This design comes from an exercise in tuning for small area on the open sky130 flow, not from production work. Function was checked by simulation only, so behaviour that the tests miss may differ from the original.

==> flow/design.v (excerpt) <==
module sq_serial_parser (
    input  wire         clk,
    input  wire         rst,
    input  wire         in_valid,
    input  wire [7:0]   in_byte,
    input  wire         role_tx,
    input  wire         store_wr_ok,
    input  wire         store_rd_ok,
    input  wire [15:0]  store_rd_value,
    output reg          echo_valid,
    output reg  [7:0]   echo_byte,
    output reg  [4:0]   fired,
    output wire         store_wr,
    output reg  [9:0]   store_wr_value,
    output wire         store_rd,
    output wire         report_valid,
    output wire [15:0]  report_value,
    output wire         diag_valid,
    output wire [1:0]   diag_info,
    output reg  [15:0]  node_id,
    output reg  [9:0]   tid,
    output reg          tx_armed,
    output reg  [511:0] tx_bitmap
);
Size: ~2,200 cells after synthesis, roughly 1,200 flip-flops, ~0.039 mm² of cells after synthesis.
Settings: LEC_CHECK=0, CAP_MARGIN=20, CORE_MARGIN=2, CORE_UTILIZATION=40, PLACE_DENSITY=0.6, SLEW_MARGIN=20; clock period 5.0 ns.
standard.sh (not shown) runs the stock make flow with config.mk's settings and CLKGATE_MAP_FILE= SYNTH_SCRIPT=/design/flow/synth_recipe.tcl, a recipe that flattens the netlist after the stock synthesis.
==> flow/flow/run.sh <==
#!/bin/bash
set -euo pipefail
bash standard.sh \
  "BUFFER_PORTS_ARGS=-buffer_cell sky130_fd_sc_hd__buf_1" \
  "CTS_ARGS=-sink_clustering_enable -repair_clock_nets -buf_list sky130_fd_sc_hd__clkbuf_16 -sink_clustering_size 30 -sink_clustering_max_diameter 100 -dont_use_dummy_load" \
  finish > flow_make.log 2>&1
The first run passed the timing, design-rule and antenna checks.
Rerun with:
==> flow/flow/run.sh (replaced) <==
#!/bin/bash
set -euo pipefail
ARGS=(
  "BUFFER_PORTS_ARGS=-buffer_cell sky130_fd_sc_hd__buf_1"
  "CTS_ARGS=-sink_clustering_enable -repair_clock_nets -buf_list sky130_fd_sc_hd__clkbuf_16 -sink_clustering_size 30 -sink_clustering_max_diameter 100 -dont_use_dummy_load"
)
RES=orfs/results/sky130hd/sq_serial_parser/base
bash standard.sh "${ARGS[@]}" synth > flow_synth.log 2>&1
python3 flow/downsize.py $RES/1_2_yosys.v \
  "$FLOW_HOME/platforms/sky130hd/lib/sky130_fd_sc_hd__tt_025C_1v80.lib" > flow_downsize.log 2>&1
touch $RES/1_2_yosys.v
bash standard.sh "${ARGS[@]}" finish > flow_make.log 2>&1
==> flow/flow/downsize.py (new file) <==
#!/usr/bin/env python3
"""Downsize the logic gates of a synthesised netlist in place.

Every combinational gate that the synthesis mapped to a stronger drive
(sky130_fd_sc_hd__<gate>_2/_4/...) is swapped for the weakest drive of the
same gate (same function, same pins). Buffers, inverters and sequential
cells are left alone. The layout's repair steps size up again where the
slew, capacitance or timing limits need it.

usage: downsize.py NETLIST LIBERTY
"""
import re
import sys

netlist, liberty = sys.argv[1], sys.argv[2]

cells = set()
for line in open(liberty):
    m = re.match(r'\s*cell\s*\(\s*"?(sky130_fd_sc_hd__\w+?)"?\s*\)', line)
    if m:
        cells.add(m.group(1))

keep = re.compile(r'sky130_fd_sc_hd__(buf|clkbuf|inv|clkinv|bufinv|dfxtp|edfxtp|dfxbp|'
                  r'dfrtp|dfstp|sdf|dl|conb|fa|ha|maj3|xor|xnor|mux)')

text = open(netlist).read()
counts = {}


def swap(m):
    name, base, size = m.group(0), m.group(1), m.group(2)
    if keep.match(name) or size in ('0', '1'):
        return name
    for small in ('1', '0'):
        cand = f'{base}_{small}'
        if cand in cells:
            counts[name] = counts.get(name, 0) + 1
            return cand
    return name


text = re.sub(r'\b(sky130_fd_sc_hd__[a-z0-9]+)_(\d+)\b(?=\s+[\\\w])', swap, text)
open(netlist, 'w').write(text)
for k, v in sorted(counts.items()):
    print(f'{v:5d} {k}')
Outcome:
- The changed run finished with timing, DRC and antenna clean
- clock-buffer cell count is unchanged
- via count goes down by 0.85%
- cell area goes down by 1.5%

========
## build 55
Starting RTL as in the previous note.
==> flow/design.v (excerpt) <==
module sq_serial_parser (
    input  wire         clk,
    input  wire         rst,
    input  wire         in_valid,
    input  wire [7:0]   in_byte,
    input  wire         role_tx,
    input  wire         store_wr_ok,
    input  wire         store_rd_ok,
    input  wire [15:0]  store_rd_value,
    output reg          echo_valid,
    output reg  [7:0]   echo_byte,
    output reg  [4:0]   fired,
    output wire         store_wr,
    output reg  [9:0]   store_wr_value,
    output wire         store_rd,
    output wire         report_valid,
    output wire [15:0]  report_value,
    output wire         diag_valid,
    output wire [1:0]   diag_info,
    output reg  [15:0]  node_id,
    output reg  [9:0]   tid,
    output reg          tx_armed,
    output reg  [511:0] tx_bitmap
);
Settings: LEC_CHECK=0, CAP_MARGIN=20, CORE_MARGIN=2, CORE_UTILIZATION=40, PLACE_DENSITY=0.6, SLEW_MARGIN=20; clock period 5.0 ns.
==> flow/flow/run.sh <==
#!/bin/bash
set -euo pipefail
bash standard.sh \
  "BUFFER_PORTS_ARGS=-buffer_cell sky130_fd_sc_hd__buf_1" \
  finish > flow_make.log 2>&1
Build 55: full flow OK, the timing, design-rule and antenna checks passed
Input-level comparison between build 27 and build 55:
# build 55
export LEC_CHECK = 0
export CAP_MARGIN = 20
export CORE_MARGIN = 2
export CORE_UTILIZATION = 40
export PLACE_DENSITY = 0.6
export SLEW_MARGIN = 20
create_clock -name core_clock -period 5.0 [get_ports {clk}]
# build 27
export LEC_CHECK = 0
export CAP_MARGIN = 20
export CORE_MARGIN = 2
export CORE_UTILIZATION = 40
export CTS_BUF_LIST = sky130_fd_sc_hd__clkbuf_4
export PLACE_DENSITY = 0.6
export SLEW_MARGIN = 20
create_clock -name core_clock -period 5.0 [get_ports {clk}]
==> flow/flow/run.sh <==
#!/bin/bash
set -euo pipefail
bash standard.sh \
  "BUFFER_PORTS_ARGS=-buffer_cell sky130_fd_sc_hd__buf_1" \
  "RECOVER_POWER=100" \
  finish > flow_make.log 2>&1
--- outcome ---
- Re required arrival time at the worst endpoint: build 55 was lower than build 27.
- Layout checks on build 27: not met. Flow itself completed; violations: capacitance limit, slew limit.
- Compared with build 55, build 27 shows a higher global-route usage.
- Re sequential cell count: no difference whatsoever between build 55 and build 27.

[what the ideal ports hide]
How much do the figures lean on ideal ports? The routed layouts below were timed once more, with nothing changed but the port constraints.
Step 1 assumes that a clkbuf_16 drives the clock port and a buf_2 every other input.
Step 2 also shifts input and output timing later by t, the mid clock arrival at the registers, as if the neighbouring blocks saw the same clock.
a / b / c = ideal / step 1 / step 2; a / b = the first two.
run | t, ns | setup WS [ns] | worst hold slack (ns) | latest minus earliest clock arrival (ns) | worst slew at a driven data input, ns
the first run of note 1 | 0.679 | 1.441 / 1.441 / 1.225 | 0.412 / 0.412 / 0.412 | 0.092 / 0.092 | 0.08
the second run of note 1 | 0.693 | 1.480 / 1.480 / 1.199 | 0.403 / 0.403 / 0.403 | 0.092 / 0.092 | 0.05
build 55 | 0.746 | 1.457 / 1.457 / 1.233 | 0.431 / 0.431 / 0.431 | 0.038 / 0.037 | 0.08
build 27 | 1.169 | 0.882 / 0.931 / -0.238 | 0.171 / 0.125 / 0.410 | 0.101 / 0.101 | 0.08
For build 27, which loses most, drivers alone change the setup slack by +0.049 ns; drivers and shift together by -1.120 ns.
